This design comes from an exercise in tuning for small area, a short achievable clock period and few clock cycles per item on the open sky130 flow, not from production work.
At most, simulation tests tie the RTL to the original design; equivalence was not proved.
Power is estimated from default activity; no workload was simulated.

Setup of harbor:
==> module sleipnir_fr, before the edit <==
module sleipnir_fr (
    input  wire         clk,
    input  wire         rst,           
    input  wire         in_valid,
    input  wire [7:0]   in_data,
    output wire         in_ready,
    output reg          ev_valid,
    output reg  [2:0]   ev_code,
    output reg  [4:0]   ev_skip,
    output reg  [4:0]   ev_len,
    output wire [199:0] ev_payload
);
    reg [255:0] pbuf;
    reg [7:0] inq;       
    reg       inq_v;
    reg       rdy;
    reg [5:0] n;         
    reg [5:0] w;         
    reg [7:0] xr;        
    reg       last_a0;   
    reg       last_0d;   
    reg       pend;      
    reg       rpl;       
    reg [4:0] rp;        
    assign in_ready = rdy;
    wire accept = in_valid & rdy;
    wire [7:0] rbyte = pbuf[{rp, 3'b000} +: 8];
    wire       full_dead = (n == 6'd32) && (w == 6'd32);
    wire       proc  = rpl | (inq_v & ~full_dead);
    wire       start = ~rpl & inq_v & full_dead;
    wire [7:0] c     = rpl ? rbyte : inq;
    wire s_empty = (w == 6'd0);
    wire evict   = (n == 6'd32);           
    wire [5:0] n_inc = evict ? n : n + 6'd1;
    wire is_a1 = (c == 8'hA1);
    wire is_0a = (c == 8'h0A);
    wire new_pre = s_empty & last_a0 & (n != 6'd0) & is_a1;
    wire [7:0] lhi = pbuf[8*2 +: 8];
    wire [7:0] llo = pbuf[8*3 +: 8];
    wire [8:0] need = {1'b0, llo} + 9'd6;
    wire trl = ~s_empty & last_0d & is_0a & (lhi == 8'd0) & ({3'b000, w} >= need);
    wire [7:0] x  = xr ^ 8'h0D;
    wire [4:0] m  = w[4:0] - 5'd6;
    wire [7:0] p0 = pbuf[8*4 +: 8];
    reg  [2:0] code;
    always @* begin
        if (x != 8'd0)          code = 3'd0;
        else if (m == 5'd0)     code = 3'd1;
        else if (p0 == 8'h83)   code = 3'd2;
        else if (p0 == 8'h84)   code = 3'd3;
        else                    code = 3'd4;
    end
    reg [5:0] n_nx, w_nx;
    reg       rpl_nx, inq_v_nx;
    always @* begin
        n_nx = n;
        w_nx = w;
        rpl_nx = rpl;
        if (start) begin
            n_nx = 6'd1;         
            w_nx = 6'd0;
            rpl_nx = 1'b1;
        end else if (proc) begin
            if (s_empty) begin
                n_nx = n_inc;
                if (new_pre) w_nx = 6'd2;
            end else if (trl) begin
                n_nx = 6'd0;
                w_nx = 6'd0;
            end else begin
                n_nx = n_inc;
                w_nx = w + 6'd1;
            end
            if (rpl && rp == 5'd31) rpl_nx = 1'b0;
        end
        inq_v_nx = (inq_v & ~(proc & ~rpl)) | accept;
    end
    always @(posedge clk) begin
        if (rst) begin
            inq_v    <= 1'b0;
            rdy      <= 1'b1;
            n        <= 6'd0;
            w        <= 6'd0;
            last_a0  <= 1'b0;
            pend     <= 1'b0;
            rpl      <= 1'b0;
            ev_valid <= 1'b0;
        end else begin
            n     <= n_nx;
            w     <= w_nx;
            rpl   <= rpl_nx;
            inq_v <= inq_v_nx;
            rdy   <= ~(rpl_nx | (inq_v_nx & (n_nx == 6'd32) & (w_nx == 6'd32)));
            ev_valid <= 1'b0;
            if (start) begin
                last_a0 <= 1'b0;
                rp      <= 5'd2;
            end else if (proc) begin
                rp <= rp + 5'd1;
                if (pend) begin
                    ev_valid <= 1'b1;
                    pend     <= 1'b0;
                end
                if (s_empty) begin
                    last_a0 <= (c == 8'hA0);
                    xr      <= 8'd0;
                    last_0d <= 1'b0;
                end else if (trl) begin
                    last_a0 <= 1'b0;
                    ev_code <= code;
                    ev_skip <= n_inc[4:0] - w[4:0] - 5'd1;
                    ev_len  <= m;
                    if (n >= 6'd7) ev_valid <= 1'b1;
                    else           pend     <= 1'b1;
                end else begin
                    last_0d <= (c == 8'h0D);
                    xr      <= (w < 6'd4) ? 8'd0 : (xr ^ c);
                end
            end
        end
        if (accept) inq <= in_data;
    end
    genvar j;
    generate
        for (j = 2; j < 32; j = j + 1) begin : g_buf
            always @(posedge clk)
                if (proc && w == j)
                    pbuf[8*j +: 8] <= c;
        end
    endgenerate
    always @(posedge clk) pbuf[15:0] <= 16'd0;
    generate
        for (j = 0; j < 25; j = j + 1) begin : g_pay
            assign ev_payload[8*j +: 8] = (j < ev_len) ? pbuf[8*(j+4) +: 8] : 8'd0;
        end
    endgenerate
endmodule
Settings: LEC_CHECK=0, CAP_MARGIN=20, CORE_MARGIN=2, CORE_UTILIZATION=25, PLACE_DENSITY=0.38, SETUP_SLACK_MARGIN=1.5, SLEW_MARGIN=20; clock period 20.0 ns.
run.sh (not shown) runs the stock make flow with config.mk's settings and CLKGATE_MAP_FILE= SYNTH_SCRIPT=/design/flow/synth_recipe.tcl, a recipe that flattens the netlist after the stock synthesis.
Testbench counts of harbor, summed over its fixed seeds: cycles 34,888, bytes 32,206.
Edits applied to the flow inputs when going from harbor to yarrow:
diff --git a/flow/design.v b/flow/design.v
--- a/flow/design.v
+++ b/flow/design.v
@@ -8,11 +8,13 @@
     output reg  [2:0]   ev_code,
     output reg  [4:0]   ev_skip,
     output reg  [4:0]   ev_len,
     output wire [199:0] ev_payload
 );
-    reg [255:0] pbuf;
+    reg [255:0] pbuf_n;
+    wire [255:0] pbuf = ~pbuf_n;
+    reg [24:0] mk_n;     
     reg [7:0] inq;       
     reg       inq_v;
     reg       rdy;
     reg [5:0] n;         
     reg [5:0] w;         
@@ -21,10 +23,11 @@
     reg       last_0d;   
     reg       pend;      
     reg       rpl;       
     reg [4:0] rp;        
     assign in_ready = rdy;
+    integer k;
     wire accept = in_valid & rdy;
     wire [7:0] rbyte = pbuf[{rp, 3'b000} +: 8];
     wire       full_dead = (n == 6'd32) && (w == 6'd32);
     wire       proc  = rpl | (inq_v & ~full_dead);
     wire       start = ~rpl & inq_v & full_dead;
@@ -116,22 +119,26 @@
                     last_0d <= (c == 8'h0D);
                     xr      <= (w < 6'd4) ? 8'd0 : (xr ^ c);
                 end
             end
         end
-        if (accept) inq <= in_data;
+        if (rdy) inq <= in_data;
+    end
+    always @(posedge clk) begin
+        for (k = 0; k < 25; k = k + 1)
+            mk_n[k] <= ~(proc & ~start & ~s_empty & trl & (n >= 6'd7) & (k < m));
     end
     genvar j;
     generate
         for (j = 2; j < 32; j = j + 1) begin : g_buf
             always @(posedge clk)
                 if (proc && w == j)
-                    pbuf[8*j +: 8] <= c;
+                    pbuf_n[8*j +: 8] <= ~c;
         end
     endgenerate
-    always @(posedge clk) pbuf[15:0] <= 16'd0;
+    always @(posedge clk) pbuf_n[15:0] <= 16'hFFFF;
     generate
         for (j = 0; j < 25; j = j + 1) begin : g_pay
-            assign ev_payload[8*j +: 8] = (j < ev_len) ? pbuf[8*(j+4) +: 8] : 8'd0;
+            assign ev_payload[8*j +: 8] = ~(pbuf_n[8*(j+4) +: 8] | {8{mk_n[j]}});
         end
     endgenerate
 endmodule
Findings:
- The clock power reported for yarrow is greater than that of harbor by 8.0%.
- In yarrow the non-clock buffer total of the final layout turned out 1 higher than in harbor.
- Diff harbor -> yarrow: iteration count of the initial detailed-routing pass decreased 1, peak fanout along the critical path decreased 21.
- Summary — wire length, yarrow relative to harbor: higher, by 0.45%.
- yarrow reached the end of the flow, and the finished layout is clean on the timing, DRC and antenna checks.
The RTL of yarrow was laid out without a check of its function.

## re-timing with driven ports
How much do the figures lean on ideal ports? The routed layouts below were timed once more, with nothing changed but the port constraints.
Step 1, drivers: a clkbuf_16 drives clk and a buf_2 each remaining input, both assumed.
Step 2 moves the port delays by t, midway between the first and last clock arrival at a register: inputs arrive t later, outputs are due t later. That takes back most of the time a late clock gives input paths.
Three values: ideal ports, drivers, drivers and shift; two values: the first two.
run | t (ns) | slack for setup (ns) | pins driven straight from the clock port
harbor | 0.596 | 12.662 / 12.610 / 13.206 | 1
yarrow | 0.609 | 14.024 / 13.966 / 14.033 | 1
After both steps every run listed still meets setup and hold.
